Background: an optimization exercise with open tools, aiming at small area, a short achievable clock period and few clock cycles per item. Do not read the settings as production practice.
The RTL was checked by simulation tests, not by an equivalence proof against the original design.
Power figures rest on the tool's default switching activity, not on a simulated workload.

--- flow/design.v ---
module morton_map (
    input  wire        clk,
    input  wire        rst,           
    input  wire        start,         
    input  wire [31:0] in_w,
    input  wire [31:0] in_h,
    input  wire [31:0] in_d,
    input  wire [31:0] in_row_pitch,
    input  wire [31:0] in_slice_pitch,
    input  wire [31:0] in_bpp,
    input  wire [31:0] in_cx,
    input  wire [31:0] in_cy,
    input  wire [31:0] in_cz,
    output wire        ready,
    output reg         done,
    output wire        fault,
    output reg  [3:0]  cause,
    output wire [31:0] mask_x,
    output wire [31:0] mask_y,
    output wire [31:0] mask_z,
    output wire [5:0]  total_bits,
    output reg  [63:0] lin_off,
    output reg  [63:0] swz_off
);
    localparam [3:0] C_NONE      = 4'd0,
                     C_ZERO_EXT  = 4'd2,
                     C_ZERO_BPP  = 4'd3,
                     C_PITCH     = 4'd4,
                     C_MASK_OVF  = 4'd5;
    function [5:0] clog2f(input [31:0] v);
        integer i;
        reg [4:0] top;
        reg       any, two;
        begin
            top = 5'd0; any = 1'b0; two = 1'b0;
            for (i = 0; i < 32; i = i + 1) begin
                if (v[i]) top = i;
                two = two | (any & v[i]);
                any = any | v[i];
            end
            clog2f = {1'b0, top} + {5'd0, two};
        end
    endfunction
    function [31:0] therm(input [5:0] k);
        integer i;
        begin
            for (i = 0; i < 32; i = i + 1) therm[i] = (i < k);
        end
    endfunction
    function [36:0] sh(input [31:0] v, input [4:0] s);
        begin
            sh = ({37{s[0]}} & {5'd0, v})       | ({37{s[1]}} & {4'd0, v, 1'd0}) |
                 ({37{s[2]}} & {3'd0, v, 2'd0}) | ({37{s[3]}} & {2'd0, v, 3'd0}) |
                 ({37{s[4]}} & {1'd0, v, 4'd0});
        end
    endfunction
    wire in_fast = (in_cz[31:6] == 26'd0) & (in_cy[31:12] == 20'd0) &
                   (in_row_pitch[31:17] == 15'd0) &
                   (in_slice_pitch[31:29] == 3'd0) &
                   (in_bpp[31:5] == 27'd0) &
                   ((in_bpp[4:0] & (in_bpp[4:0] - 5'd1)) == 5'd0);
    reg        busy;                  
    reg        fast;                  
    reg [4:0]  step;                  
    reg        qz, qy, qb;            
    reg        zext, zbpp;
    reg [5:0]  nx, ny, nz;
    reg [31:0] w, rp, sp, bpp, cx, cy, cz;
    wire last   = fast | (step == 5'd0);
    wire first  = fast | (step == 5'd31);
    assign ready = ~busy | last;
    wire accept = start & ready;
    wire [4:0] nstep = step - 5'd1;
    always @(posedge clk) begin
        if (rst) begin
            busy <= 1'b0;
        end else if (accept) begin
            busy <= 1'b1;
        end else if (last) begin
            busy <= 1'b0;
        end
        if (accept) begin
            step  <= 5'd31;
            qz    <= in_cz[31];
            qy    <= in_cy[31];
            qb    <= in_bpp[31];
            fast  <= in_fast;
            zext  <= (in_w == 32'd0) | (in_h == 32'd0) | (in_d == 32'd0);
            zbpp  <= (in_bpp == 32'd0);
            nx    <= clog2f(in_w);
            ny    <= clog2f(in_h);
            nz    <= clog2f(in_d);
            w     <= in_w;
            rp    <= in_row_pitch;
            sp    <= in_slice_pitch;
            bpp   <= in_bpp;
            cx    <= in_cx;
            cy    <= in_cy;
            cz    <= in_cz;
        end else begin
            step <= nstep;
            qz   <= cz[nstep];
            qy   <= cy[nstep];
            qb   <= bpp[nstep];
        end
    end
    wire lxy = (nx <= ny), lxz = (nx <= nz), lyz = (ny <= nz);
    wire x_min = lxy & lxz;
    wire y_min = ~x_min & lyz;
    wire z_min = ~x_min & ~y_min;
    wire v_max = x_min ? lyz : (y_min ? lxz : lxy);        
    wire [5:0] na = x_min ? nx : (y_min ? ny : nz);        
    wire [5:0] nu = x_min ? ny : nx;
    wire [5:0] nv = z_min ? ny : nz;
    wire [5:0] nb = v_max ? nu : nv;                       
    wire [7:0] tot = {2'b00, nx} + {2'b00, ny} + {2'b00, nz};
    wire [5:0] e1  = {na[3:0], 1'b0} + {2'b00, na[3:0]};   
    wire [5:0] e2  = na + {nb[4:0], 1'b0};                 
    wire [5:0] e3  = tot[5:0];                             
    wire [4:0] sh3 = na[4:0] + nb[4:0];                    
    wire [31:0] cu = x_min ? cy : cx;
    wire [31:0] cv = z_min ? cy : cz;
    wire [31:0] cm = v_max ? cv : cu;                      
    wire [31:0] t1 = therm(e1);
    wire [31:0] t2 = therm(e2);
    wire [31:0] t3 = (e3 == 6'd32) ? 32'hFFFF_FFFF : therm(e3);
    wire [31:0] r2 = t2 & ~t1;
    wire [31:0] r3 = t3 & ~t2;
    reg  [31:0] i3, i2;
    integer k;
    always @(*) begin
        i3 = 32'd0;
        i2 = 32'd0;
        for (k = 0; k < 11; k = k + 1) begin
            i3[3*k] = cx[k];
            if (3*k+1 < 32) i3[3*k+1] = cy[k];
            if (3*k+2 < 32) i3[3*k+2] = cz[k];
        end
        for (k = 0; k < 16; k = k + 1) begin
            i2[2*k]   = cu[k];
            i2[2*k+1] = cv[k];
        end
    end
    wire [31:0] idx = (i3 & t1) | ((i2 << na[3:0]) & r2) | ((cm << sh3) & r3);
    wire [5:0]  dz  = fast ? cz[5:0] : {5'd0, qz};
    wire [11:0] dy  = fast ? cy[11:0] : 12'd0;
    wire [16:0] rpf = rp[16:0];
    wire [4:0]  db  = fast ? bpp[4:0] : {4'd0, qb};
    reg  [36:0] pp [0:19];
    always @(*) begin
        pp[0] = dz[0] ? {5'd0, sp} : 37'd0;
        for (k = 1; k < 6; k = k + 1)
            pp[k] = dz[k] ? ({8'd0, sp[28:0]} << k) : 37'd0;
        for (k = 0; k < 12; k = k + 1)
            pp[6 + k] = dy[k] ? ({20'd0, rpf} << k) : 37'd0;
        pp[18] = (~fast & qy) ? {5'd0, rp} : 37'd0;
        pp[19] = sh(cx, db);
    end
    wire [36:0] ts0 = pp[0] ^ pp[1] ^ pp[2];
    wire [36:0] tm0 = (pp[0] & pp[1]) | (pp[0] & pp[2]) | (pp[1] & pp[2]);
    wire [36:0] tc0 = {tm0[35:0], 1'b0};
    wire [36:0] ts1 = pp[3] ^ pp[4] ^ pp[5];
    wire [36:0] tm1 = (pp[3] & pp[4]) | (pp[3] & pp[5]) | (pp[4] & pp[5]);
    wire [36:0] tc1 = {tm1[35:0], 1'b0};
    wire [36:0] ts2 = pp[6] ^ pp[7] ^ pp[8];
    wire [36:0] tm2 = (pp[6] & pp[7]) | (pp[6] & pp[8]) | (pp[7] & pp[8]);
    wire [36:0] tc2 = {tm2[35:0], 1'b0};
    wire [36:0] ts3 = pp[9] ^ pp[10] ^ pp[11];
    wire [36:0] tm3 = (pp[9] & pp[10]) | (pp[9] & pp[11]) | (pp[10] & pp[11]);
    wire [36:0] tc3 = {tm3[35:0], 1'b0};
    wire [36:0] ts4 = pp[12] ^ pp[13] ^ pp[14];
    wire [36:0] tm4 = (pp[12] & pp[13]) | (pp[12] & pp[14]) | (pp[13] & pp[14]);
    wire [36:0] tc4 = {tm4[35:0], 1'b0};
    wire [36:0] ts5 = pp[15] ^ pp[16] ^ pp[17];
    wire [36:0] tm5 = (pp[15] & pp[16]) | (pp[15] & pp[17]) | (pp[16] & pp[17]);
    wire [36:0] tc5 = {tm5[35:0], 1'b0};
    wire [36:0] ts6 = ts0 ^ tc0 ^ ts1;
    wire [36:0] tm6 = (ts0 & tc0) | (ts0 & ts1) | (tc0 & ts1);
    wire [36:0] tc6 = {tm6[35:0], 1'b0};
    wire [36:0] ts7 = tc1 ^ ts2 ^ tc2;
    wire [36:0] tm7 = (tc1 & ts2) | (tc1 & tc2) | (ts2 & tc2);
    wire [36:0] tc7 = {tm7[35:0], 1'b0};
    wire [36:0] ts8 = ts3 ^ tc3 ^ ts4;
    wire [36:0] tm8 = (ts3 & tc3) | (ts3 & ts4) | (tc3 & ts4);
    wire [36:0] tc8 = {tm8[35:0], 1'b0};
    wire [36:0] ts9 = tc4 ^ ts5 ^ tc5;
    wire [36:0] tm9 = (tc4 & ts5) | (tc4 & tc5) | (ts5 & tc5);
    wire [36:0] tc9 = {tm9[35:0], 1'b0};
    wire [36:0] ts10 = ts6 ^ tc6 ^ ts7;
    wire [36:0] tm10 = (ts6 & tc6) | (ts6 & ts7) | (tc6 & ts7);
    wire [36:0] tc10 = {tm10[35:0], 1'b0};
    wire [36:0] ts11 = tc7 ^ ts8 ^ tc8;
    wire [36:0] tm11 = (tc7 & ts8) | (tc7 & tc8) | (ts8 & tc8);
    wire [36:0] tc11 = {tm11[35:0], 1'b0};
    wire [36:0] ts12 = ts9 ^ tc9 ^ pp[18];
    wire [36:0] tm12 = (ts9 & tc9) | (ts9 & pp[18]) | (tc9 & pp[18]);
    wire [36:0] tc12 = {tm12[35:0], 1'b0};
    wire [36:0] ts13 = ts10 ^ tc10 ^ ts11;
    wire [36:0] tm13 = (ts10 & tc10) | (ts10 & ts11) | (tc10 & ts11);
    wire [36:0] tc13 = {tm13[35:0], 1'b0};
    wire [36:0] ts14 = tc11 ^ ts12 ^ tc12;
    wire [36:0] tm14 = (tc11 & ts12) | (tc11 & tc12) | (ts12 & tc12);
    wire [36:0] tc14 = {tm14[35:0], 1'b0};
    wire [36:0] ts15 = ts13 ^ tc13 ^ ts14;
    wire [36:0] tm15 = (ts13 & tc13) | (ts13 & ts14) | (tc13 & ts14);
    wire [36:0] tc15 = {tm15[35:0], 1'b0};
    wire [36:0] ts16 = ts15 ^ tc15 ^ tc14;
    wire [36:0] tm16 = (ts15 & tc15) | (ts15 & tc14) | (tc15 & tc14);
    wire [36:0] tc16 = {tm16[35:0], 1'b0};
    wire [36:0] ts17 = ts16 ^ tc16 ^ pp[19];
    wire [36:0] tm17 = (ts16 & tc16) | (ts16 & pp[19]) | (tc16 & pp[19]);
    wire [36:0] tc17 = {tm17[35:0], 1'b0};
    wire [36:0] lin_s = ts17;
    wire [36:0] lin_c = tc17;
    wire [36:0] pw        = sh(w, bpp[4:0]);
    reg  [32:0] pacc;
    wire [33:0] p_n       = ((step == 5'd31) ? 34'd0 : {1'b0, pacc[31:0], 1'b0}) +
                            {2'd0, qb ? w : 32'd0};
    wire        p_big     = ((step != 5'd31) & (pacc[32] | pacc[31])) | (p_n[33:32] != 2'd0);
    wire [31:0] p_lo      = fast ? pw[31:0] : p_n[31:0];
    wire        pitch_bad = (fast ? (pw[36:32] != 5'd0) : p_big) | (p_lo > rp);
    always @(posedge clk) begin
        pacc <= {p_big, p_n[31:0]};
    end
    reg        done2, first2;
    reg [36:0] s2, c2;
    reg [31:0] idx2;
    reg [4:0]  db2;
    reg [5:0]  e1_2, e2_2, e3_2;
    reg        a0_2, x_min2, z_min2, v_max2;
    reg [3:0]  cause2;
    always @(posedge clk) begin
        if (rst) done2 <= 1'b0;
        else     done2 <= busy & last;
        first2 <= first;
        s2     <= lin_s;
        c2     <= lin_c;
        idx2   <= idx;
        db2    <= db;
        e1_2   <= e1;
        e2_2   <= e2;
        e3_2   <= e3;
        a0_2   <= na[0];
        x_min2 <= x_min;
        z_min2 <= z_min;
        v_max2 <= v_max;
        if (zext)             cause2 <= C_ZERO_EXT;
        else if (zbpp)        cause2 <= C_ZERO_BPP;
        else if (pitch_bad)   cause2 <= C_PITCH;
        else if (tot > 8'd32) cause2 <= C_MASK_OVF;
        else                  cause2 <= C_NONE;
    end
    reg  [5:0]  e1_o, e2_o, e3_o;
    reg         a0_o, x_min_o, z_min_o, v_max_o;
    wire [31:0] u1 = therm(e1_o);
    wire [31:0] u2 = therm(e2_o);
    wire [31:0] u3 = (e3_o == 6'd32) ? 32'hFFFF_FFFF : therm(e3_o);
    wire [31:0] q2 = u2 & ~u1;
    wire [31:0] q3 = u3 & ~u2;
    wire [31:0] pu  = a0_o ? 32'hAAAA_AAAA : 32'h5555_5555;
    wire [31:0] m2u = pu & q2;
    wire [31:0] m2v = ~pu & q2;
    assign mask_x = (32'h4924_9249 & u1) | (~x_min_o ? m2u : 32'd0) |
                    ((~x_min_o & ~v_max_o) ? q3 : 32'd0);
    assign mask_y = (32'h9249_2492 & u1) | (x_min_o ? m2u : 32'd0) |
                    (z_min_o ? m2v : 32'd0) |
                    ((x_min_o & ~v_max_o) | (z_min_o & v_max_o) ? q3 : 32'd0);
    assign mask_z = (32'h2492_4924 & u1) | (~z_min_o ? m2v : 32'd0) |
                    ((~z_min_o & v_max_o) ? q3 : 32'd0);
    assign total_bits = e3_o;
    wire [63:0] lin_acc = first2 ? 64'd0 : {lin_off[62:0], 1'b0};
    wire [63:0] swz_acc = first2 ? 64'd0 : {swz_off[62:0], 1'b0};
    assign fault = (cause != C_NONE);
    always @(posedge clk) begin
        lin_off    <= lin_acc + {27'd0, s2} + {27'd0, c2};
        swz_off    <= swz_acc + {27'd0, sh(idx2, db2)};
        e1_o       <= e1_2;
        e2_o       <= e2_2;
        e3_o       <= e3_2;
        a0_o       <= a0_2;
        x_min_o    <= x_min2;
        z_min_o    <= z_min2;
        v_max_o    <= v_max2;
        cause      <= cause2;
        if (rst) done <= 1'b0;
        else     done <= done2;
    end
endmodule
--- flow/flow/run.sh ---
#!/bin/bash
# The standard ORFS layout (standard.sh, unchanged synthesis and steps)
# with two settings changed:
#  - the port buffers that buffer_ports inserts are buf_1 cells;
set -euo pipefail
export BUFFER_PORTS_ARGS="-buffer_cell sky130_fd_sc_hd__buf_1"
export SETUP_SLACK_MARGIN=8
bash standard.sh > standard.log 2>&1
--- flow/standard.sh ---
#!/bin/bash
# synth_recipe.tcl (not shown) runs the flow's synth.tcl, then flattens the netlist and writes it again
# the make line also repeats each setting of config.mk as NAME=value (left out here)
make -C /OpenROAD-flow-scripts/flow DESIGN_CONFIG=/design/flow/config.mk WORK_HOME=/design/flow/orfs CLKGATE_MAP_FILE= SYNTH_SCRIPT=/design/flow/synth_recipe.tcl "${@:-finish}"
--- flow/config.mk ---
export PLATFORM = sky130hd
export DESIGN_NAME = morton_map
export DESIGN_NICKNAME = morton_map
export VERILOG_FILES = /design/flow/design.v
export SDC_FILE = /design/flow/constraint.sdc
export NUM_CORES = 4
export LEC_CHECK = 0
export CAP_MARGIN = 20
export CORE_MARGIN = 2
export CORE_UTILIZATION = 55
export SLEW_MARGIN = 20
--- flow/constraint.sdc ---
create_clock -name core_clock -period 13.0 [get_ports {clk}]
set_input_delay 2.6000 -clock core_clock [delete_from_list [all_inputs] [get_ports {clk}]]
set_output_delay 2.6000 -clock core_clock [all_outputs]
set_load 0.01 [all_outputs]
==> results.yml, run 1 <==
critical_path:
  cp_max_fo: 7
  crit_required_ns: 10.40
  worst-setup-path-type: "reg -> out"
  cp-end-kind: "output port"
  start_kind: "register"
  cp.arrival_ns: 2.62
floorplan:
  die_w_um: 310
  start_util_pct: 55.3
  ios: 528
  die-area_sq_um: 95800
  rows: 112
  fp.dieH_um: 310
  core_sq_um: 92900
synthesis:
  synth-async-reset-ratio_pct: 0
  synth.top_cell.area_share_pct: 16.6
  synth_cell_types: 90
  yosys_register_bits: 573
  ys_top_cells_by_area: "fa_1 17%, edfxtp_1 14%, dfxtp_1 13%, ha_1 6.2%, inv_1 4.0%"
  synth-edff-count: 245
  synth_nets: 6622
  synthCells: 5648
  synth_largest_area_cell: "fa_1"
  synth_area_per_cell_sq_um: 9.09
  ys.flop_type: "dfxtp_1"
  seq_area_frac_synth_pct: 27.1
  yosys_warnings: 2
  syn_area_sq_um: 51300
detailed_routing:
  postRouteAntennaNets: 0
  drtIter0Drc: 7203
  drc: 0
  dr.pass1.iters: 14
  drt-total-wl_um: 208000
  vias_per_cell: 6.60
  wl_per_cell_um: 27.4
  vias: 50100
power:
  worst_ir_drop_vdd_uv: 166
  p_total_mw: 15.1
  power_density_nw_per_um2: 240
  p_leak_nw: 26.2
finish:
  nNetsFinal: 7258
  area_growth_pct: 22.8
  n_fill_cell: 7379
  drive_gt1_share_pct: 19.3
clock_tree:
  clkSlewWorstSetupHoldPaths_ns: 0.06
  cts.path.max_buffers: 3
  cts.sinks: 573
  postCtsHoldBufs: 0
  htreeDepth: 3
  root_buffer: "clkbuf_16"
  clkLatencyLatePin_ns: 0.66
  cts_buffers: 67
  tritoncts: "done"
sta:
  skew_ns: 0.0316
  tns_ns: 0
  worst_pin_slew_ns: 1.17
  finalMaxSlewViolations: 0
  max_slew_margin_pct: 21.9
  fin_crit_ns: 5.22
  setup_violations: 0
  fmax_ghz: 0.191
  post-route-period-util_pct: 40.2
  rsz0062_at_grt: "yes"
  report.final.hold_viol_count: 0
global_route:
  grt_pass1_vias: 47700
  antenna_found_initial: 3
  gr-total-overflow: 0
  grt_use_total_pct: 41.5
  grt_pass1_wl_um: 298000
  grt_max_degree: 72
outcome:
  status: "finished clean"
run:
  maxCapViolations: 0
placed_design:
  dp_hpwl_um: 146000
  portBuffers: 526
  gp_congestion: 1.03
worst_hold_path:
  hp-class: "reg -> reg"
[final timing paths]
path                               from         end  slack (ns)  cells past startpoint
worst max-delay path            e2_o[3]  mask_z[17]        7.78                      8
worst min-delay path             v_max2     v_max_o        0.32                      0
worst min register to register   v_max2     v_max_o        0.32                      0
worst max register to register     fast       s2[8]        7.79                     16
[metrics by stage]
| step | std cells | cell area (sq um) | setup WS (ns) | utilization [%] | hold WS [ns] |
|---|---|---|---|---|---|
| after detailed placement | 7181 | 54500 | 6.09 | 58.7 | 0.312 |
| final | 7598 | 63000 | 7.78 | 67.9 | 0.324 |
| after floorplan | 5648 | 51600 | 6.16 | - | 0.310 |
| after global placement | 7181 | 54500 | 6.40 | 58.7 | 0.310 |
| after CTS | 7459 | 60100 | 7.83 | 64.7 | 0.326 |
| after global routing | 7594 | 63000 | 7.60 | 67.8 | 0.334 |
[what timing repair did]
| item | CTS | global route |
|---|---|---|
| setup endpoints to repair | 272 | 210 |
| buffers inserted | 122 | 112 |
| resized for setup | 432 | 494 |
| pin swaps | 166 | 281 |
| gates cloned | 32 | 22 |
| hold endpoints to repair | 0 | 0 |
[flip-flops by register name, indices dropped and copies added, names as in the netlist, 33 cells and up]
signal	flops
c2	36
lin_off	64
pacc	33
s2	36
swz_off	64
[power by group]
| group | total [mW] | leakage, nW | internal, mW | switching [mW] |
|---|---|---|---|---|
| clock network | 1.95 | 1.09 | 1.13 | 0.818 |
| registers | 2.92 | 5.11 | 2.43 | 0.489 |
| logic | 10.3 | 20.0 | 4.11 | 6.14 |
| total | 15.1 | 26.2 | 7.67 | 7.45 |
[routing by layer]
layer / global-route usage (%) / wire (um)
met4: 23.8 / 15400
met5: 0 / 18
met3: 11.8 / 26100
met1: 53.5 / 77600
met2: 62.4 / 88800
[cell type report]
type	instances	area (sq um)	share of cell area, %
clock buffer	92	1940	3.07
multi-input combinational	4180	36700	58.2
inverter	562	2160	3.43
tap	1254	1570	2.49
timing repair inverter	4	27.5	0.0437
antenna	5	12.5	0.0198
clock inverter	32	317	0.502
timing repair buffer	896	6330	10.0
sequential	573	14000	22.2
[worst max-delay path, cell delays in order (launching register included)]
cell	delay, ns
dfxtp_4	0.38
buf_4	0.16
or3_1	0.41
a21oi_4	0.17
o21ai_1	0.13
nor2_1	0.23
nor2_1	0.15
o21ai_2	0.18
clkbuf_2	0.16
[cell families (layout without fill, tap and decap cells)]
kind of cell	after synthesis	after routing	share of synthesized area (%)
AO/OA/AOI/OAI	1359	1359	18.4
XOR/XNOR	136	136	2.32
adder cells (fa/ha/maj)	689	689	23.0
flip-flops	573	573	27.1
AND/OR/NAND/NOR	1851	1855	18.5
multiplexers	140	140	4.02
buffers and inverters	899	1586	6.63
other	1	6	0.00730
[cells in the mapped netlist, types with 49 or more instances]
| master | n |
|---|---|
| a21oi_1 | 283 |
| nand3_1 | 168 |
| or3_1 | 68 |
| fa_1 | 427 |
| nor2b_1 | 148 |
| clkbuf_1 | 300 |
| inv_1 | 552 |
| and3_1 | 310 |
| and2_1 | 132 |
| o21ai_0 | 229 |
| xnor2_1 | 88 |
| nor2_1 | 301 |
| ha_1 | 256 |
| a22oi_1 | 145 |
| nand4_1 | 53 |
| dfxtp_1 | 328 |
| edfxtp_1 | 245 |
| nand2_1 | 431 |
| a222oi_1 | 68 |
| mux4_2 | 49 |
| a21o_1 | 92 |
| nor3_1 | 93 |
| mux2i_1 | 54 |
[cells in the final DEF (no fill, tap or decap), drive strengths merged, types with 49 or more instances in the layout]
| cell | n |
|---|---|
| ha | 256 |
| a222oi | 68 |
| xnor2 | 88 |
| o21ai | 235 |
| nand3 | 168 |
| inv | 554 |
| a21oi | 286 |
| fa | 427 |
| a22oi | 145 |
| dfxtp | 328 |
| mux2i | 55 |
| buf | 842 |
| nand4 | 53 |
| edfxtp | 245 |
| and2 | 140 |
| a21o | 92 |
| nor3 | 93 |
| nand2 | 431 |
| nor2b | 148 |
| mux4 | 49 |
| nor2 | 301 |
| or3 | 68 |
| and3 | 310 |
| clkbuf | 135 |
Testbench counts, summed over its fixed seeds: cycles 1,216, items 1,200.
==> run 2, diff against run 1 <==
--- a/flow/design.v
+++ b/flow/design.v
@@ -61,4 +61,5 @@
                    ((in_bpp[4:0] & (in_bpp[4:0] - 5'd1)) == 5'd0);
     reg        busy;                  
+    reg        rdy;                   
     reg        fast;                  
     reg [4:0]  step;                  
@@ -69,14 +70,19 @@
     wire last   = fast | (step == 5'd0);
     wire first  = fast | (step == 5'd31);
-    assign ready = ~busy | last;
-    wire accept = start & ready;
+    assign ready = rdy;
+    wire accept = start & rdy;
     wire [4:0] nstep = step - 5'd1;
     always @(posedge clk) begin
         if (rst) begin
             busy <= 1'b0;
+            rdy  <= 1'b1;
         end else if (accept) begin
             busy <= 1'b1;
-        end else if (last) begin
+            rdy  <= in_fast;
+        end else if (busy & ~last) begin
+            rdy  <= (step == 5'd1);
+        end else begin
             busy <= 1'b0;
+            rdy  <= 1'b1;
         end
         if (accept) begin
@@ -144,16 +150,15 @@
     wire [31:0] idx = (i3 & t1) | ((i2 << na[3:0]) & r2) | ((cm << sh3) & r3);
     wire [5:0]  dz  = fast ? cz[5:0] : {5'd0, qz};
-    wire [11:0] dy  = fast ? cy[11:0] : 12'd0;
-    wire [16:0] rpf = rp[16:0];
+    wire [11:0] dy  = fast ? cy[11:0] : {11'd0, qy};
     wire [4:0]  db  = fast ? bpp[4:0] : {4'd0, qb};
-    reg  [36:0] pp [0:19];
+    reg  [36:0] pp [0:18];
     always @(*) begin
         pp[0] = dz[0] ? {5'd0, sp} : 37'd0;
         for (k = 1; k < 6; k = k + 1)
             pp[k] = dz[k] ? ({8'd0, sp[28:0]} << k) : 37'd0;
-        for (k = 0; k < 12; k = k + 1)
-            pp[6 + k] = dy[k] ? ({20'd0, rpf} << k) : 37'd0;
-        pp[18] = (~fast & qy) ? {5'd0, rp} : 37'd0;
-        pp[19] = sh(cx, db);
+        pp[6] = dy[0] ? {5'd0, rp} : 37'd0;
+        for (k = 1; k < 12; k = k + 1)
+            pp[6 + k] = dy[k] ? ({20'd0, rp[16:0]} << k) : 37'd0;
+        pp[18] = sh(cx, db);
     end
     wire [36:0] ts0 = pp[0] ^ pp[1] ^ pp[2];
@@ -208,9 +213,6 @@
     wire [36:0] tm16 = (ts15 & tc15) | (ts15 & tc14) | (tc15 & tc14);
     wire [36:0] tc16 = {tm16[35:0], 1'b0};
-    wire [36:0] ts17 = ts16 ^ tc16 ^ pp[19];
-    wire [36:0] tm17 = (ts16 & tc16) | (ts16 & pp[19]) | (tc16 & pp[19]);
-    wire [36:0] tc17 = {tm17[35:0], 1'b0};
-    wire [36:0] lin_s = ts17;
-    wire [36:0] lin_c = tc17;
+    wire [36:0] lin_s = ts16;
+    wire [36:0] lin_c = tc16;
     wire [36:0] pw        = sh(w, bpp[4:0]);
     reg  [32:0] pacc;
==> results.yml, run 2 <==
outcome:
  status: "finished clean"
sta:
  worst_pin_slew_ns: 1.12
  max_slew_margin_pct: 25.0
  finalMaxSlewViolations: 0
  tns_ns: 0
  fin_crit_ns: 5.25
  fmax_ghz: 0.190
  rsz0062_at_grt: "yes"
  post-route-period-util_pct: 40.4
  skew_ns: 0.0441
  report.final.hold_viol_count: 0
  setup_violations: 0
critical_path:
  cp_max_fo: 8
  crit_top_cell: "buf_12"
  crit_required_ns: 13.54
  cp.arrival_ns: 5.79
  slowest_delay_ns: 0.65
  cp_slowest_cell: "fa_2"
  cp-end-kind: "register"
  cpLargestDelayFamily: "compound AO/OA/AOI/OAI gates"
  worst-setup-path-type: "reg -> reg"
  crit_buf_inv: 7
  start_kind: "register"
  worstPathCellList: "inv_2 -> ha_4 -> and3_4 -> o21a_4 -> o311a_4 -> nor3_4 -> a22oi_2 -> buf_4 -> o22ai_4 -> a21oi_4 -> fa_2 -> buf_12 -> clkinvlp_4 -> buf_12 -> buf_8 -> buf_6 -> mux4_2 -> nor2_1 -> or3_1 -> o211ai_1 -> a221o_1"
synthesis:
  seq_area_frac_synth_pct: 27.4
  yosys_register_bits: 573
  synthCells: 5651
  synthMostInstantiatedCell: "inv_1"
  ys_top_cells_by_area: "fa_1 16%, edfxtp_1 14%, dfxtp_1 13%, ha_1 6.2%, inv_1 3.8%"
  yosys_warnings: 2
  synth.top_cell.area_share_pct: 16.1
  ys.flop_type: "dfxtp_1"
  synth_common_cells: "517 x inv_1, 429 x nand2_1, 409 x fa_1"
  synth_nets: 6604
  synth_cell_types: 103
  synth-edff-count: 245
  synth_area_per_cell_sq_um: 9.00
  syn_area_sq_um: 50800
  synth-async-reset-ratio_pct: 0
  synth_largest_area_cell: "fa_1"
finish:
  drive_gt1_share_pct: 15.9
  area_growth_pct: 20.7
  nNetsFinal: 7237
  layout_commonest_cell: "inv_1"
  n_fill_cell: 7422
  reg.largest.list: "lin_off (64), swz_off (64), s2 (36)"
  final_cell_mix: "502 x inv_1, 484 x buf_1, 416 x nand2_1"
placed_design:
  gp_congestion: 1.02
  portBuffers: 526
  dp_hpwl_um: 145000
global_route:
  grt_use_met3_pct: 8.82
  grtUsageMet1_pct: 55.0
  grt_max_degree: 109
  gr-total-overflow: 0
  top_usage_layer: "met2"
  grt_use_total_pct: 40.5
  grt_pass1_vias: 46400
  met2_usage_pct: 61.2
  grt_pass1_wl_um: 291000
  antenna_found_initial: 18
clock_tree:
  clkSlewWorstSetupHoldPaths_ns: 0.07
  cts_buffers: 66
  root_buffer: "clkbuf_16"
  htreeDepth: 3
  cts.path.max_buffers: 3
  postCtsHoldBufs: 0
  cts.sinks: 573
  tritoncts: "done"
  clkLatencyLatePin_ns: 0.66
floorplan:
  rows: 111
  start_util_pct: 55.5
  die-area_sq_um: 94900
  fp.dieH_um: 308
  die_w_um: 308
  core_sq_um: 91700
  ios: 528
power:
  worst_ir_drop_vdd_uv: 138
  p_total_mw: 15.2
  power_density_nw_per_um2: 249
  p_leak_nw: 25.7
detailed_routing:
  vias_per_cell: 6.61
  drc: 0
  postRouteAntennaNets: 0
  drt-total-wl_um: 201000
  dr.pass1.iters: 16
  drtIter0Drc: 7088
  wl_per_cell_um: 26.7
  vias: 49800
worst_hold_path:
  hp-class: "reg -> reg"
run:
  maxCapViolations: 0
==> run 2: cell types whose count changed after synthesis, moves of 27 or more <==
cell     previous run  this run
a31oi_1            38        66
and3_1            310       282
inv_1             552       517
nand3_1           168       117
or3_1              68        41
mux2i_1            54        87
and2_1            132       105
nor2_1            301       385
a21oi_1           283       333
==> run 2: worst paths after layout <==
kind | cells past startpoint | slack (ns) | end | from
min | 0 | 0.32 | e1_o[3] | e1_2[3]
max | 21 | 7.75 | idx2[26] | ny[2]
min reg2reg | 0 | 0.32 | e1_o[3] | e1_2[3]
max reg2reg | 21 | 7.75 | idx2[26] | ny[2]
==> run 2: cells by family (layout without fill, tap and decap cells) <==
logic type | count (synthesis) | in the layout | synth area share (%)
xor gates and xnor gates | 147 | 147 | 2.55
adders and majority gates | 674 | 674 | 22.6
AOI/OAI and AO/OA | 1430 | 1430 | 19.2
other | 1 | 5 | 0.00738
muxes | 150 | 152 | 3.88
DFF | 573 | 573 | 27.4
and+or+nand+nor | 1801 | 1802 | 17.9
buffers and inverters | 875 | 1556 | 6.52
==> run 2: power by group <==
| group | leakage, nW | internal (mW) | switching, mW | total [mW] |
|---|---|---|---|---|
| registers | 5.10 | 2.42 | 0.481 | 2.90 |
| logic | 19.5 | 4.14 | 6.27 | 10.4 |
| clock network | 1.05 | 1.09 | 0.830 | 1.92 |
==> run 2: what timing repair did <==
action	CTS	global route
buffers inserted	153	125
pin swaps	98	172
resized for setup	336	292
setup endpoints to repair	265	149
gates cloned	16	8
==> run 2: area by class of cell <==
cell class | instances | area, sq um | share of cell area (%)
inverter | 527 | 2020 | 3.30
clock inverter | 29 | 352 | 0.573
multi-input combinational | 4206 | 36000 | 58.6
timing repair buffer | 906 | 5670 | 9.25
tap | 1186 | 1480 | 2.42
timing repair inverter | 4 | 21.3 | 0.0347
clock buffer | 90 | 1810 | 2.96
antenna | 4 | 10.0 | 0.0163
sequential | 573 | 14000 | 22.8
==> run 2: through the flow <==
stage          util (%)  cells  worst slack [ns]  hold slack (ns)  instance area, sq um
4_1_cts            64.3   7388              7.88            0.316                 59000
3_5_place_dp       58.9   7100              5.80            0.312                 54000
6_report           66.9   7525              7.75            0.319                 61300
5_1_grt            66.9   7522              7.50            0.324                 61300
3_3_place_gp       58.9   7100              5.95            0.310                 54000
2_1_floorplan         -   5651              6.28            0.310                 51200
==> run 2: layer usage <==
| metal | up-vias | part of all wire (%) | wire (um) |
|---|---|---|---|
| met5 | - | 0.026 | 53 |
| met4 | 8 | 6.6 | 13200 |
| met3 | 724 | 12 | 23800 |
| met2 | 3415 | 43 | 85900 |
| met1 | 24000 | 39 | 78200 |
| li1 | 21600 | - | - |
Testbench counts of run 2, summed over its fixed seeds: cycles 1,216, items 1,200.
==> run 3, diff against run 2 <==
--- a/flow/config.mk
+++ b/flow/config.mk
@@ -6,4 +6,5 @@
 export NUM_CORES = 4
 export LEC_CHECK = 0
+export ABC_AREA = 1
 export CAP_MARGIN = 20
 export CORE_MARGIN = 2
==> results.yml, run 3 <==
synthesis:
  yosys_warnings: 2
  synth_cell_types: 77
  synth_nets: 7639
  synth-compound-area-share_pct: 15.5
  synth_largest_area_cell: "fa_1"
  synth-async-reset-ratio_pct: 0
  synthMostInstantiatedCell: "inv_1"
  synth-edff-count: 245
  synth_mux_area_share_pct: 0.0397
  synth_top_family_by_area: "adder cells"
  seq_area_frac_synth_pct: 27.6
  synth.top_cell.area_share_pct: 16.2
  synth_xor_xnor_area_share_pct: 2.87
  synth-adder-area-share_pct: 22.5
  synth_common_cells: "1285 x inv_1, 1142 x nand2_1, 849 x nor2_1"
  ys_top_cells_by_area: "fa_1 16%, edfxtp_1 15%, dfxtp_1 13%, inv_1 9.6%, nand2_1 8.5%"
  yosys.area_share.simple_pct: 19.8
  ys.flop_type: "dfxtp_1"
  synthCells: 6686
  syn_area_sq_um: 50400
  synth_area_per_cell_sq_um: 7.54
  yosys_register_bits: 573
worst_hold_path:
  min_path_cells: 0
  hp-class: "reg -> reg"
  hp-start: "v_max2"
  whs_endpoint: "v_max_o"
sta:
  max_slew_margin_pct: 24.9
  post-route-period-util_pct: 39.5
  skew_ns: 0.0431
  report.final.hold_viol_count: 0
  rsz0062_at_grt: "yes"
  fmax_ghz: 0.194
  setup_violations: 0
  tns_ns: 0
  fin_crit_ns: 5.14
  worst_pin_slew_ns: 1.13
  finalMaxSlewViolations: 0
detailed_routing:
  vias: 50100
  vias_per_cell: 5.88
  drt-total-wl_um: 191000
  postRouteAntennaNets: 0
  dr.pass1.iters: 14
  drc: 0
  wl_per_cell_um: 22.4
  drtIter0Drc: 6014
clock_tree:
  cts.path.max_buffers: 3
  cts_buffers: 69
  clkSlewWorstSetupHoldPaths_ns: 0.06
  clkLatencyLatePin_ns: 0.67
  cts.sinks: 573
  htreeDepth: 3
  root_buffer: "clkbuf_16"
  tritoncts: "done"
critical_path:
  crit_top_cell: "buf_4"
  crit_required_ns: 13.55
  cp-end-kind: "register"
  cpLargestDelayFamily: "simple AND/OR/NAND/NOR gates"
  rrSetupSlack_ns: 7.86
  timing.rr.end: "cause2[0]"
  r2r_cells: 31
  cp.arrival_ns: 5.70
  slowest_delay_ns: 0.37
  worst-setup-path-type: "reg -> reg"
  cp_max_fo: 5
  start_kind: "register"
  crit_buf_inv: 7
  timing.rr.start: "step[0]"
  cp_slowest_cell: "ha_1"
power:
  power_density_nw_per_um2: 254
  worst_ir_drop_vdd_uv: 208
  p_leak_nw: 26.6
finish:
  final_cell_mix: "1237 x inv_1, 1094 x nand2_1, 790 x nor2_1"
  n_fill_cell: 7951
  seqCellArea_sq_um: 14000
  area_growth_pct: 17.6
  layout_commonest_cell: "inv_1"
  multi_input_area_sq_um: 32300
  final_cells: 8519
  reg.largest.list: "lin_off (64), swz_off (64), s2 (36)"
  nNetsFinal: 8227
  drive_gt1_share_pct: 10.8
floorplan:
  start_util_pct: 55.2
  ios: 528
  fp.dieH_um: 307
  die_w_um: 307
  rows: 111
  die-area_sq_um: 94100
  core_sq_um: 91200
global_route:
  grt_max_degree: 82
  gr-total-overflow: 0
  grt_use_total_pct: 39.4
  grt_pass1_vias: 47900
  grt_pass1_wl_um: 282000
  antenna_found_initial: 8
placed_design:
  gp_congestion: 1.01
  dp_hpwl_um: 147000
  place_inst: 8208
  portBuffers: 526
outcome:
  status: "finished clean"
run:
  maxCapViolations: 0
run 3: power breakdown:
| group | internal, mW | total, mW | leakage, nW | switching [mW] |
|---|---|---|---|---|
| clock network | 1.18 | 2.06 | 1.16 | 0.872 |
| registers | 2.44 | 2.89 | 5.10 | 0.450 |
| logic | 3.44 | 10.1 | 20.4 | 6.64 |
run 3: layout make-up:
cell class | count | share of cell area [%]
Timing Repair inverter | 12 | 0.141
Clock inverter | 38 | 0.815
Inverter | 1317 | 8.57
Antenna cell | 2 | 0.00844
Tap cell | 1186 | 2.50
Multi-Input combinational cell | 4576 | 54.5
Timing Repair Buffer | 725 | 6.62
Clock buffer | 90 | 3.29
Sequential cell | 573 | 23.6
run 3: worst max path at each step:
stage,from,end,slack (ns),cells after the start
2_1_floorplan,start,qy,5.76,7
3_3_place_gp,nx[3],idx2[16],5.64,22
3_5_place_dp,ny[3],idx2[16],5.57,23
4_1_cts,in_w[3],nx[4],7.91,20
5_1_grt,step[0],cause2[0],7.57,31
6_report,step[0],cause2[0],7.86,31
run 3: worst reg2reg max path, delay by kind of cell, from the launching register on:
kind,cells,cell delay [ns]
AO/OA/AOI/OAI,10,1.41
XOR/XNOR,1,0.18
adder cells (fa/ha/maj),3,0.65
flip-flops,1,0.35
AND/OR/NAND/NOR,10,1.48
buffers and inverters,7,0.95
run 3: logic make-up after synthesis:
| group | after synthesis |
|---|---|
| and+or+nand+nor | 2449 |
| DFF | 573 |
| adders and majority gates | 662 |
| AOI/OAI and AO/OA | 1291 |
| xor gates and xnor gates | 165 |
| muxes | 2 |
| other | 1 |
| buffers and inverters | 1543 |
run 3: layer usage:
| layer | vias up | share of wire (%) | GRT usage (%) |
|---|---|---|---|
| li1 | 22900 | - | - |
| met1 | 23600 | 38 | 50.9 |
| met2 | 2991 | 45 | 62.4 |
| met3 | 620 | 11 | 8.50 |
| met4 | 8 | 6.0 | 20.4 |
| met5 | - | 0.026 | 0 |
run 3: metrics by stage:
step / util (%) / power (mW) / hold slack [ns] / area, sq um / setup WS, ns
3_3_place_gp: 58.4 / 11.6 / 0.310 / 53300 / 5.64
3_5_place_dp: 58.4 / 11.7 / 0.312 / 53300 / 5.57
4_1_cts: 63.3 / 14.4 / 0.325 / 57700 / 7.91
2_1_floorplan: - / 8.78 / 0.310 / 50500 / 5.76
5_1_grt: 65.0 / 16.1 / 0.328 / 59300 / 7.57
6_report: 65.0 / 15.0 / 0.324 / 59300 / 7.86
run 3: repair_timing:
action                                  CTS  global route
pin swaps                                75            92
buffers inserted                         93            66
resized for setup                       332           268
endpoints found under the setup margin  194           198
gates cloned                             15             7
hold endpoints to repair                  0             0
hold buffers                              0             0
==> run 4, diff against run 3 <==
--- a/flow/config.mk
+++ b/flow/config.mk
@@ -9,4 +9,4 @@
 export CAP_MARGIN = 20
 export CORE_MARGIN = 2
-export CORE_UTILIZATION = 55
+export CORE_UTILIZATION = 60
 export SLEW_MARGIN = 20
==> results.yml, run 4 <==
outcome:
  status: "finished clean"
finish:
  drive_gt1_share_pct: 9.91
  final_cells: 8379
  final_util_pct: 70.5
  final_cell_mix: "1245 x inv_1, 1089 x nand2_1, 792 x nor2_1"
  area_growth_pct: 16.7
  nNetsFinal: 8197
  layout_commonest_cell: "inv_1"
  reg.largest.list: "lin_off (64), swz_off (64), s2 (36)"
  design_area_sq_um: 58800
global_route:
  grt_pass1_vias: 47800
  antenna_found_initial: 12
  gr-total-overflow: 0
  grt_use_total_pct: 42.2
  grt_max_degree: 176
  grt_pass1_wl_um: 277000
sta:
  setup_slack_ns: 7.88
  fmax_ghz: 0.195
  finalHoldWorstSlack_ns: 0.300
  post-route-period-util_pct: 39.4
  worst_pin_slew_ns: 1.11
  max_slew_margin_pct: 25.7
  finalMaxSlewViolations: 0
  report.final.hold_viol_count: 0
  fin_crit_ns: 5.12
  skew_ns: 0.0388
  tns_ns: 0
  rsz0062_at_grt: "yes"
  setup_violations: 0
detailed_routing:
  drc: 0
  wl_per_cell_um: 22.5
  vias: 50400
  vias_per_cell: 6.01
  postRouteAntennaNets: 0
  dr.pass1.iters: 10
  drtIter0Drc: 6122
  drt-total-wl_um: 189000
placed_design:
  gp_congestion: 1.04
  place_ws_ns: 6.03
  dp_hpwl_um: 143000
  place_inst: 8103
  post_dp_cell_area_sq_um: 53200
  portBuffers: 526
power:
  netSwitchingPower_mw: 7.86
  p_total_mw: 14.9
  combPwrFrac_pct: 66.9
  p_leak_nw: 26.5
  power_density_nw_per_um2: 253
  internal-power_mw: 7.01
  swShare_pct: 52.9
  clockPowerShare_pct: 13.4
  power_frac_seq_pct: 19.7
  worst_ir_drop_vdd_uv: 150
floorplan:
  die_w_um: 294
  rows: 106
  die-area_sq_um: 86400
  ios: 528
  fp.dieH_um: 294
  start_util_pct: 60.4
  core_sq_um: 83400
worst_hold_path:
  hp-class: "reg -> reg"
  hp-start: "v_max2"
synthesis:
  synthCells: 6686
  synth_cell_types: 77
  yosys_register_bits: 573
  synth-edff-count: 245
  synthMostInstantiatedCell: "inv_1"
  synth.top_cell.area_share_pct: 16.2
  ys.flop_type: "dfxtp_1"
  yosys_warnings: 2
  synth_common_cells: "1285 x inv_1, 1142 x nand2_1, 849 x nor2_1"
  synth_largest_area_cell: "fa_1"
  synth_nets: 7639
  ys_top_cells_by_area: "fa_1 16%, edfxtp_1 15%, dfxtp_1 13%, inv_1 9.6%, nand2_1 8.5%"
  syn_area_sq_um: 50400
  synth-async-reset-ratio_pct: 0
  seq_area_frac_synth_pct: 27.6
  synth_area_per_cell_sq_um: 7.54
critical_path:
  cp_max_fo: 6
  cp_slowest_cell: "dfxtp_4"
  cp-end-kind: "register"
  slowest_delay_ns: 0.37
  crit_required_ns: 13.57
  cpLargestDelayFamily: "compound AO/OA/AOI/OAI gates"
  worst-setup-path-type: "reg -> reg"
  timing.rr.start: "step[1]"
  start_kind: "register"
  crit_buf_inv: 6
  startpoint: "step[1]"
  cp.arrival_ns: 5.69
clock_tree:
  cts_buffers: 66
  clkSlewWorstSetupHoldPaths_ns: 0.06
  cts.sinks: 573
  clkLatencyLatePin_ns: 0.65
  root_buffer: "clkbuf_16"
  cts.path.max_buffers: 3
  htreeDepth: 3
  tritoncts: "done"
  postCtsHoldBufs: 0
run:
  maxCapViolations: 0
==> run 4: cell counts after synthesis <==
Identical to the previous run, type by type.
==> run 4: cell families (layout without fill, tap and decap cells) <==
family,count (synthesis),count (layout),share of synthesized area (%)
simple gates,2449,2454,19.8
other cells,1,3,0.00744
compound gates,1291,1291,15.5
xor+xnor,165,165,2.87
flops,573,573,27.6
buf+inv,1543,2149,11.7
mux,2,2,0.0397
fa+ha+maj,662,662,22.5
==> run 4: area by class of cell <==
cell class              count  area, sq um
repair inverters            7         47.5
flip-flops and latches    573        14000
repair buffers            704         3850
diodes                      2         5.00
clock inverters            33          425
clock buffers              88         1860
well taps                1080         1350
inverters                1317         5090
multi-input cells        4575        32200
fillers                  6864        24600
==> run 4: power groups by stage <==
stage          Sequential, mW  Combinational [mW]  Clock [mW]
4_1_cts                  2.88                9.21        2.00
3_5_place_dp             2.89                8.74           0
2_1_floorplan            2.72                6.06           0
6_report                 2.93                9.95        1.99
3_3_place_gp             2.89                8.64           0
5_1_grt                  2.94                10.9        2.08
==> run 4: path summary, 6_finish.rpt <==
kind                            slack, ns   endpoint  cells past startpoint
worst max-delay path                 7.88  cause2[0]                     30
worst min-delay path                 0.30    v_max_o                      0
worst max register to register       7.88  cause2[0]                     30
worst min register to register       0.30    v_max_o                      0
==> run 4: timing repair <==
item                                    CTS  global route
endpoints found under the setup margin  190           194
pin swaps                                34            78
cloned                                   14             7
setup buffers                            46            86
resized for setup                       251           307
==> run 4: metal layers <==
| layer | global-route usage, % | vias up | share of wire [%] |
|---|---|---|---|
| li1 | - | 22800 | - |
| met1 | 53.9 | 23600 | 37 |
| met2 | 65.1 | 3341 | 44 |
| met3 | 10.2 | 682 | 12 |
| met4 | 25.2 | 18 | 6.9 |
| met5 | 0 | - | 0.052 |
==> run 4: worst reg2reg max path, delay by kind of cell, from the launching register on <==
family / cells / cell delay [ns]
AND/OR/NAND/NOR: 9 / 1.26
flip-flops: 1 / 0.37
AO/OA/AOI/OAI: 11 / 1.75
buffers and inverters: 6 / 0.81
adder cells (fa/ha/maj): 3 / 0.75
XOR/XNOR: 1 / 0.10

[separate check: timing with driven ports]
How much do the figures lean on ideal ports? The routed layouts below were timed once more, with nothing changed but the port constraints.
Step 1 (the two cells are an assumption about what drives the block):
set clk [get_ports {clk}]
set_driving_cell -lib_cell sky130_fd_sc_hd__clkbuf_16 $clk
set_driving_cell -lib_cell sky130_fd_sc_hd__buf_2 [delete_from_list [all_inputs] $clk]
Step 2 adds t to the input delays and takes it off the output delays; t is the mean of the earliest and latest rising clock arrival at the registers after step 1. Input paths then give back, and output paths get back, about the clock's delay inside the block.
a / b / c = ideal ports / drivers / drivers and shift; a / b = the first two.
run	t (ns)	slack for setup (ns)	cell pins on the clock port's net
run 1	0.726	7.778 / 7.695 / 7.264	1
run 2	0.714	7.749 / 7.746 / 7.332	1
run 3	0.731	7.859 / 7.824 / 7.219	1
run 4	0.712	7.881 / 7.842 / 7.219	1
After both steps setup and hold are still met in every run listed. For run 4, which loses most, drivers alone change the setup slack by -0.039 ns; drivers and shift together by -0.662 ns.
